Context: an optimization exercise on an open-source flow, tuned for small area, a short achievable clock period and few clock cycles per item. The choices shown serve that exercise and are no tape-out recipe. Where RTL was checked, it was by simulation tests only, not by an equivalence proof against the original. Power is estimated from default activity; no workload was simulated.

## run E
==> flow/design.v (excerpt) <==
module sfd_tx (
    input  wire        clk,
    input  wire        rst,
    input  wire        in_valid,
    input  wire [7:0]  in_op,
    input  wire [7:0]  in_dest,
    input  wire [7:0]  in_byte,
    input  wire        in_last,
    input  wire        in_empty,
    output wire        in_ready,
    output wire        tx_valid,
    output wire [7:0]  tx_byte,
    input  wire        tx_ready
);
export LEC_CHECK = 0
export ABC_CLOCK_PERIOD_IN_PS = 2000
export CAP_MARGIN = 20
export CORE_MARGIN = 2
export CORE_UTILIZATION = 65
export CTS_CLUSTER_DIAMETER = 100
export CTS_CLUSTER_SIZE = 24
export PLACE_DENSITY = 0.75
export SETUP_SLACK_MARGIN = 3.3
export SLEW_MARGIN = 20
create_clock -name core_clock -period 6.0 [get_ports {clk}]
standard.sh (not shown) runs the stock make flow with config.mk's settings and CLKGATE_MAP_FILE= SYNTH_SCRIPT=/design/flow/synth_recipe.tcl, a recipe that flattens the netlist after the stock synthesis.
==> flow/flow/run.sh <==
#!/bin/bash
# The standard layout (the standard.sh, ORFS make targets), with one change:
# the port buffers that buffer_ports inserts are sky130_fd_sc_hd__buf_4 cells
# instead of the default choice (clkdlybuf4s50_1, a slow delay cell).
# Each tool's output goes to a log of its own: ORFS keeps its per-step logs
# under orfs/logs/, and make's own output goes to make_finish.log here.
set -euo pipefail
bash standard.sh "BUFFER_PORTS_ARGS=-buffer_cell sky130_fd_sc_hd__buf_4" finish > make_finish.log 2>&1
Run E | status: complete | timing, DRC, antenna: pass
Testbench counts of run E, summed over its fixed seeds: cycles 48,257, bytes 31,638.
Here is what was changed in the inputs of run C compared with run E.
- ABC_CLOCK_PERIOD_IN_PS: 2000 -> unset
- CTS_CLUSTER_DIAMETER: 100 -> unset
- CTS_CLUSTER_SIZE: 24 -> unset
## What came out
- Run C reached the end of the flow, and the finished layout is clean on the timing, DRC and antenna checks.
- On power drawn by the clock network, run C does worse than run E.
- Delta (run C minus run E): synthesis-to-layout area growth climbed 5.5 points, combinational power higher, first-pass GRT wire length rose by about 4.5%.
- Comparing run E and run C, actual slew at the worst max-slew pin is higher on run C.
- Run E → run C: average instance area after synthesis comparable, clock buffer count in the final layout now larger.
- Taking run E as the reference, in run C final clock skew increased by 0.0054 ns relative to the old numbers, average wire per cell in the routed design rose 1.8%, routed wire length saw an increase.


Another version of the RTL of sfd_tx (not shown whole).
Size in the first run: ~1,100 cells after synthesis, ~380 flip-flops, about 40 I/O pins, about 15,000 um^2 of cells after synthesis.
// sfd_tx
module sfd_tx (
    input  wire        clk,
    input  wire        rst,
    input  wire        in_valid,
    input  wire [7:0]  in_op,
    input  wire [7:0]  in_dest,
    input  wire [7:0]  in_byte,
    input  wire        in_last,
    input  wire        in_empty,
    output wire        in_ready,
    output wire        tx_valid,
    output wire [7:0]  tx_byte,
    input  wire        tx_ready
);
clock: 6.0 ns
lec_check: 0
cap_margin: 20
core_margin: 2
core_utilization: 65
cts_cluster_diameter: 120
cts_cluster_size: 28
gpl_timing_driven: 1
place_density: 0.75
setup_slack_margin: 3.65
slew_margin: 20
Scripts as last shown in full above: flow/flow/run.sh
The baseline produced a clean layout.
Testbench counts at the start, summed over its fixed seeds: cycles 47,888, bytes 31,638.
Then changed:
CTS_CLUSTER_DIAMETER = 100   (was 120)
CTS_CLUSTER_SIZE = 24   (was 28)
GPL_TIMING_DRIVEN = default   (was 1)
SETUP_SLACK_MARGIN = 3.75   (was 3.65)
Outcome: Wire length goes up by 3.2%; design area goes up by about 2.5%; non-clock buffer count goes up by 24; synthesized area is unchanged.
Then changed:
SETUP_SLACK_MARGIN = 3.65   (was 3.75)
Outcome: Wire length came out lower by 2.3%. Combinational power came out lower by about 4%. Clock-buffer cell count came out lower by 1. Sequential power is about the same. Power came out lower by 0.42%.
Then changed:
CTS_CLUSTER_DIAMETER = 120   (was 100)
CTS_CLUSTER_SIZE = 28   (was 24)
=>
- design area drops by 0.60%
- synthesized cell count stays the same
- fmax went up by 0.91%
- core utilization falls by 0.45 points
- via count is lower by 0.42%
- total power came out lower by 0.94%
- die area stays the same
- area after synthesis stays the same
- cell count drops by 0.56%
- clock-buffer cell count fell by 3
- setup slack is better by 0.022 ns


Setup of job 2000:
Another version of the RTL of sfd_tx (not shown whole).
Size: about 1000 cells after synthesis, about 390 flip-flops, roughly 17000 sq um of cells after synthesis.
export LEC_CHECK = 0
export CAP_MARGIN = 20
export CORE_MARGIN = 2
export CORE_UTILIZATION = 65
export CTS_CLUSTER_DIAMETER = 100
export CTS_CLUSTER_SIZE = 24
export PLACE_DENSITY = 0.75
export SETUP_SLACK_MARGIN = 3.85
export SLEW_MARGIN = 20
create_clock -name core_clock -period 6.0 [get_ports {clk}]
Scripts as last shown in full above: flow/flow/run.sh
Both conditions hold for job 2000: the flow ran to the end and the final layout passed the timing, DRC and antenna checks.
Here is what was changed in the inputs of job 3454 compared with job 2000.
- changing SETUP_SLACK_MARGIN from 3.85 to 3.65
Job 3454 finished every step from synthesis to the final layout, and the layout passed the timing, DRC and antenna checks. No stage failed in job 2000, and the final checks on the layout all came back clean. Job 3454 against job 2000: met1 layer wirelength in the final routing now sits lower; final cell area excluding filler cells now sits lower; routed wire length now sits lower. Job 3454 reports its worst setup path startpoint as ib_empty while job 2000 reports tx_b[0]. [job 3454] transition time at the pin with the least slew margin fell 0.015 ns relative to job 2000.
The inputs of job 4979 differ from those of job 3454 as listed below.
- SETUP_SLACK_MARGIN changed from 3.65 to 3.3
Results
For job 3454, the critical-path cell with the highest stage delay was edfxtp_1, unlike job 4979, where it was dfxtp_1.
Ratio of total power to cell area, job 4979 vs job 3454: up slightly
out_src as the critical path launch point was reported by job 4979, and ib_empty by job 3454.
Comparing the two runs side by side, job 4979 comes out ahead of job 3454 on total net switching power.
met1 track utilization from global routing of job 4979 is on par with job 3454.
Job 4979 vs job 3454: final setup slack of the worst path down in job 4979
Function was not checked in any run of this note: the RTL went through the layout flow alone.


P:
sfd_tx, a different RTL version from the one above (not shown whole).
Size: roughly 990 cells after synthesis, roughly 380 flip-flops, ~0.016 mm^2 of cells after synthesis.
==> flow/config.mk <==
export PLATFORM = sky130hd
export DESIGN_NAME = sfd_tx
export DESIGN_NICKNAME = sfd_tx
export VERILOG_FILES = /design/flow/design.v
export SDC_FILE = /design/flow/constraint.sdc
export NUM_CORES = 4
export LEC_CHECK = 0
export CAP_MARGIN = 20
export CORE_MARGIN = 2
export CORE_UTILIZATION = 65
export PLACE_DENSITY = 0.75
export SETUP_SLACK_MARGIN = 3.3
export SLEW_MARGIN = 20
==> flow/constraint.sdc <==
create_clock -name core_clock -period 6.0 [get_ports {clk}]
set_input_delay 1.2000 -clock core_clock [delete_from_list [all_inputs] [get_ports {clk}]]
set_output_delay 1.2000 -clock core_clock [all_outputs]
set_load 0.01 [all_outputs]
Scripts as last shown in full above: flow/flow/run.sh
Testbench counts of P, summed over its fixed seeds: cycles 47,582, bytes 31,638.
Setup changes, P to Q
Settings: putting CTS_BUF_LIST at sky130_fd_sc_hd__clkbuf_4 sky130_fd_sc_hd__clkbuf_8 where nothing was set.
==> flow/run.sh (new file) <==
#!/bin/bash
# synth_recipe.tcl (not shown) runs the flow's synth.tcl, then flattens the netlist and writes it again
# the make line also repeats each setting of config.mk as NAME=value (left out here)
make -C /OpenROAD-flow-scripts/flow DESIGN_CONFIG=/design/flow/config.mk WORK_HOME=/design/flow/orfs CLKGATE_MAP_FILE= SYNTH_SCRIPT=/design/flow/synth_recipe.tcl finish
removed: flow/flow/run.sh
removed: flow/standard.sh
Results
In the flow results for Q and P, the ratio of cells with drive above 1 in the final layout is larger on Q.
Against P, Q comes in 1.2 points lower on clock share of power.
Detail-routed net length per standard cell, Q and P, lower one = Q.
Q vs P: final area up by a few percent
diff inputs: Q => R
Settings: a deleted CTS_BUF_LIST that had been sky130_fd_sc_hd__clkbuf_4 sky130_fd_sc_hd__clkbuf_8; a change of SETUP_SLACK_MARGIN from 3.3 to 3.6.
==> comparison <==
- Reported for Q and R, net count after synthesis turned out identical to the last digit.
- NOTE: reported clock group power in R exceeds that of Q
- Total length of routed met2 wires up about 14% in R wrt Q
Input-level comparison between S and R:
Settings: changing SETUP_SLACK_MARGIN from 3.6 to 3.3.
### Flow results
- S: portion of total power attributed to the clock network is 0.8 points lower than what R reported.
- Total power: S below R
- From R to S, initial antenna violation count did not move at all.
- On clock skew: S sits above R.


The RTL this note starts from:
==> flow/design.v <==
module sfd_tx (
    input  wire        clk,
    input  wire        rst,
    input  wire        in_valid,
    input  wire [7:0]  in_op,
    input  wire [7:0]  in_dest,
    input  wire [7:0]  in_byte,
    input  wire        in_last,
    input  wire        in_empty,
    output wire        in_ready,
    output wire        tx_valid,
    output wire [7:0]  tx_byte,
    input  wire        tx_ready
);
    localparam [7:0] MARKER       = 8'h1B;
    localparam [7:0] LIT_SENTINEL = 8'h1C;
    localparam [7:0] OP_DATA      = 8'h44;
    reg  [7:0]  buf_mem [0:31];
    reg  [5:0]  wp;            
    reg  [5:0]  rp;            
    reg         in_cmd;        
    reg         col_isd;       
    reg  [7:0]  col_op;
    reg  [7:0]  col_dest;
    reg  [5:0]  cnt;           
    reg         pair;          
    reg         s_pend;        
    reg         col_closed;    
    reg         carry;         
    reg         carry_last;    
    reg         in_rdy;        
    reg         wen;           
    reg         rdy_valid;
    reg  [7:0]  rdy_op;
    reg  [7:0]  rdy_dest;
    reg  [5:0]  rdy_end;       
    reg         active;        
    reg  [5:0]  pos;           
    reg         out_src;       
    reg  [5:0]  out_end;       
    reg  [15:0] seq;
    reg         tx_v;
    reg  [7:0]  tx_b;
    assign in_ready = in_rdy;
    assign tx_valid = tx_v;
    assign tx_byte  = tx_b;
    function [5:0] inc6(input [5:0] x);
        inc6 = x ^ {&x[4:0], &x[3:0], &x[2:0], &x[1:0], x[0], 1'b1};
    endfunction
    function [4:0] inc5(input [4:0] x);
        inc5 = x ^ {&x[3:0], &x[2:0], &x[1:0], x[0], 1'b1};
    endfunction
    wire        fire     = in_valid && in_rdy;
    wire        is_data  = in_cmd ? col_isd : (in_op == OP_DATA);
    wire        is_mk    = (in_byte == MARKER) && !in_empty;
    wire        is_m     = is_data && is_mk;
    wire        two      = pair && col_isd && is_mk;
    wire        c30      = (cnt == 6'd39);
    wire        c31      = (cnt == 6'd40);
    wire        nofit    = two && c31;
    wire [5:0]  cnt1     = inc6(cnt);
    wire [5:0]  cnt2     = {inc5(cnt[5:1]), cnt[0]};
    wire [5:0]  ncnt     = two ? cnt2 : cnt1;
    wire        in_end   = in_last || in_empty;
    wire        close    = in_end || c31 || (c30 && two);
    wire [5:0]  close_len = in_empty ? cnt : nofit ? 6'd40 : ncnt;
    reg  [7:0]  hdr;
    always @(*) begin
        case (pos[3:0])
            4'd0, 4'd1, 4'd2: hdr = MARKER;
            4'd4:             hdr = seq[15:8];
            4'd5:             hdr = seq[7:0];
            4'd6:             hdr = out_src ? col_op : rdy_op;
            4'd7:             hdr = out_src ? col_dest : rdy_dest;
            4'd9:             hdr = {2'b00, out_end - 6'd9};
            default:          hdr = 8'h00;
        endcase
    end
    wire        in_body  = (pos >= 6'd10);
    wire [7:0]  next_b   = in_body ? buf_mem[rp[4:0]] : hdr;
    wire        adv      = !tx_v || tx_ready;
    wire        emit     = adv && active;
    wire        pos_last = (pos == out_end);
    wire        done     = emit && pos_last;
    wire        want     = adv && (pos_last || !active);
    wire        take_rdy = want && rdy_valid;
    wire        take_col = want && !rdy_valid && col_closed;
    wire        pos_lt8  = (pos[5:3] == 3'd0);
    wire        hold     = active && pos_lt8;
    wire        to_rdy   = col_closed && !take_col && !rdy_valid && !(hold && !out_src);
    wire        col_move = take_col || to_rdy;
    wire        rd       = emit && in_body;
    wire [5:0]  wp1      = wp + 6'd1;
    wire [5:0]  rp_lap   = {~rp[5], rp[4:0]};
    wire        occ31    = (wp1 == rp_lap);
    wire        occ32    = (wp == rp_lap);
    wire        wr_in    = fire && !in_empty;
    wire        wr_s     = s_pend && !occ32;
    wire        wr       = wr_in || wr_s;
    wire        full_n   = !rd && (occ32 || (occ31 && wr));
    wire        spend_n  = fire ? (two && !nofit) : (s_pend && !wr_s);
    wire        closed_n = (fire && close) || (col_closed && (col_move ? carry_last : 1'b1));
    wire        active_n = want ? (take_rdy || take_col) : active;
    wire        lt8_n    = adv ? (!emit || done || (pos[5:3] == 3'd0 && pos[2:0] != 3'd7)) : pos_lt8;
    wire        src_n    = take_rdy ? 1'b0 : take_col ? 1'b1 : out_src;
    wire        in_cmd_n = fire ? !in_end : in_cmd;
    wire        newblk_n = !in_cmd_n && active_n && lt8_n && src_n;
    always @(posedge clk) begin
        if (wen)
            buf_mem[wp[4:0]] <= s_pend ? LIT_SENTINEL : in_byte;
        if (in_rdy && !in_cmd) begin
            col_op   <= in_op;
            col_dest <= in_dest;
        end
        if (to_rdy) begin
            rdy_op   <= col_op;
            rdy_dest <= col_dest;
            rdy_end  <= cnt;
        end
        if (take_rdy) begin
            out_src  <= 1'b0;
            out_end  <= rdy_end;
        end
        if (take_col) begin
            out_src  <= 1'b1;
            out_end  <= cnt;
        end
        if (emit)
            tx_b <= next_b;
        else if (adv)
            tx_b <= MARKER;
    end
    always @(posedge clk) begin
        if (rst) begin
            wp         <= 6'd0;
            rp         <= 6'd0;
            in_cmd     <= 1'b0;
            col_isd    <= 1'b0;
            cnt        <= 6'd9;
            pair       <= 1'b0;
            s_pend     <= 1'b0;
            col_closed <= 1'b0;
            carry      <= 1'b0;
            carry_last <= 1'b0;
            in_rdy     <= 1'b1;
            wen        <= 1'b1;
            rdy_valid  <= 1'b0;
            active     <= 1'b0;
            pos        <= 6'd0;
            seq        <= 16'h0000;
            tx_v       <= 1'b0;
        end else begin
            if (wr)
                wp <= wp1;
            if (rd)
                rp <= rp + 6'd1;
            in_rdy <= !spend_n && !closed_n && !full_n && !newblk_n;
            wen    <= (!spend_n && !closed_n && !full_n && !newblk_n) || (spend_n && !full_n);
            s_pend <= spend_n;
            if (adv) begin
                if (emit) begin
                    tx_v <= 1'b1;
                    if (done) begin
                        seq <= (seq == 16'hFFFE) ? 16'h0000 : seq + 16'd1;
                        pos <= 6'd0;
                    end else begin
                        pos <= pos + 6'd1;
                    end
                end else begin
                    tx_v <= take_rdy || take_col;
                    pos  <= 6'd1;
                end
            end
            if (want)
                active <= take_rdy || take_col;
            if (take_rdy)
                rdy_valid <= 1'b0;
            if (to_rdy)
                rdy_valid <= 1'b1;
            if (col_move) begin
                col_closed <= carry_last;
                cnt        <= carry ? 6'd10 : 6'd9;
                pair       <= carry;
                carry      <= 1'b0;
                carry_last <= 1'b0;
            end
            if (in_rdy && !in_cmd)
                col_isd <= (in_op == OP_DATA);
            if (fire) begin
                in_cmd <= !in_end;
                if (close) begin
                    col_closed <= 1'b1;
                    cnt        <= close_len;
                    carry      <= nofit;
                    carry_last <= nofit && in_last;
                end else begin
                    cnt        <= ncnt;
                    pair       <= is_m && !pair;
                end
            end
        end
    end
endmodule
==> flow/config.mk <==
export PLATFORM = sky130hd
export DESIGN_NAME = sfd_tx
export DESIGN_NICKNAME = sfd_tx
export VERILOG_FILES = /design/flow/design.v
export SDC_FILE = /design/flow/constraint.sdc
export NUM_CORES = 4
export LEC_CHECK = 0
export CAP_MARGIN = 20
export CORE_MARGIN = 2
export CORE_UTILIZATION = 65
export CTS_CLUSTER_DIAMETER = 100
export CTS_CLUSTER_SIZE = 24
export PLACE_DENSITY = 0.75
export SETUP_SLACK_MARGIN = 3.3
export SLEW_MARGIN = 20
==> flow/constraint.sdc <==
create_clock -name core_clock -period 6.0 [get_ports {clk}]
set_input_delay 1.2000 -clock core_clock [delete_from_list [all_inputs] [get_ports {clk}]]
set_output_delay 1.2000 -clock core_clock [all_outputs]
set_load 0.01 [all_outputs]
==> flow/flow/run.sh <==
#!/bin/bash
# The standard layout (the standard.sh, ORFS make targets), with one change:
# the port buffers that buffer_ports inserts are sky130_fd_sc_hd__buf_4 cells
# instead of the default choice (clkdlybuf4s50_1, a slow delay cell).
# Each tool's output goes to a log of its own: ORFS keeps its per-step logs
# under orfs/logs/, and make's own output goes to make_finish.log here.
set -euo pipefail
bash standard.sh "BUFFER_PORTS_ARGS=-buffer_cell sky130_fd_sc_hd__buf_4" finish > make_finish.log 2>&1
Testbench counts at the start, summed over its fixed seeds: cycles 48,257, bytes 31,638.
Rerun with:
--- a/flow/config.mk
+++ b/flow/config.mk
@@ -7,2 +7,3 @@
 export LEC_CHECK = 0
+export ABC_CLOCK_PERIOD_IN_PS = 2600
 export CAP_MARGIN = 20
Power stays the same.
Sequential power is about the same.
Hold slack stays the same.
Synthesized area is unchanged.
Setup slack stays the same.

## what the ideal ports hide
In the flow no input, the clock included, has a driving cell. The finished layouts below were timed again as built, in two steps.
Step 1: set_driving_cell puts a clkbuf_16 on clk and a buf_2 on each other input, an assumption about the parent block.
Step 2, shift: input delay + t, output delay - t, t = (earliest + latest rising clock arrival at the registers) / 2. This alone moves slack from input paths to output paths.
a / b / c = ideal ports / drivers / drivers and shift; a / b = the first two.
| run | shift t [ns] | slack for setup (ns) | slew at the worst register clock pin (ns) | worst data-port slew with drivers (ns) |
|---|---|---|---|---|
| run E | 0.577 | 3.380 / 3.411 / 2.835 | 0.10 / 0.10 | 0.04 |
| run C | 0.577 | 3.311 / 3.338 / 2.762 | 0.07 / 0.07 | 0.04 |
| the first run of note 2 | 0.572 | 3.552 / 3.552 / 3.045 | 0.11 / 0.11 | 0.05 |
| the second run of note 2 | 0.559 | 3.532 / 3.532 / 3.048 | 0.11 / 0.11 | 0.05 |
| the third run of note 2 | 0.567 | 3.530 / 3.530 / 3.046 | 0.10 / 0.10 | 0.05 |
| the fourth run of note 2 | 0.572 | 3.552 / 3.552 / 3.045 | 0.11 / 0.11 | 0.05 |
| job 2000 | 0.581 | 3.647 / 3.597 / 3.457 | 0.10 / 0.10 | 0.04 |
| job 3454 | 0.579 | 3.662 / 3.653 / 3.506 | 0.10 / 0.10 | 0.05 |
| job 4979 | 0.589 | 3.370 / 3.352 / 3.370 | 0.10 / 0.10 | 0.05 |
| P | 0.576 | 3.135 / 3.135 / 2.650 | 0.06 / 0.06 | 0.04 |
| Q | 0.646 | 3.329 / 3.351 / 2.705 | 0.07 / 0.07 | 0.05 |
| R | 0.577 | 3.449 / 3.465 / 2.894 | 0.06 / 0.06 | 0.04 |
| S | 0.575 | 3.345 / 3.295 / 2.811 | 0.06 / 0.06 | 0.04 |
| the first run of note 5 | 0.577 | 3.380 / 3.411 / 2.835 | 0.10 / 0.10 | 0.04 |
| the second run of note 5 | 0.577 | 3.380 / 3.411 / 2.835 | 0.10 / 0.10 | 0.04 |
After both steps setup and hold are still met in every run listed. The setup slack of Q, which loses most, moves by +0.022 ns with the drivers and by -0.624 ns with both steps.
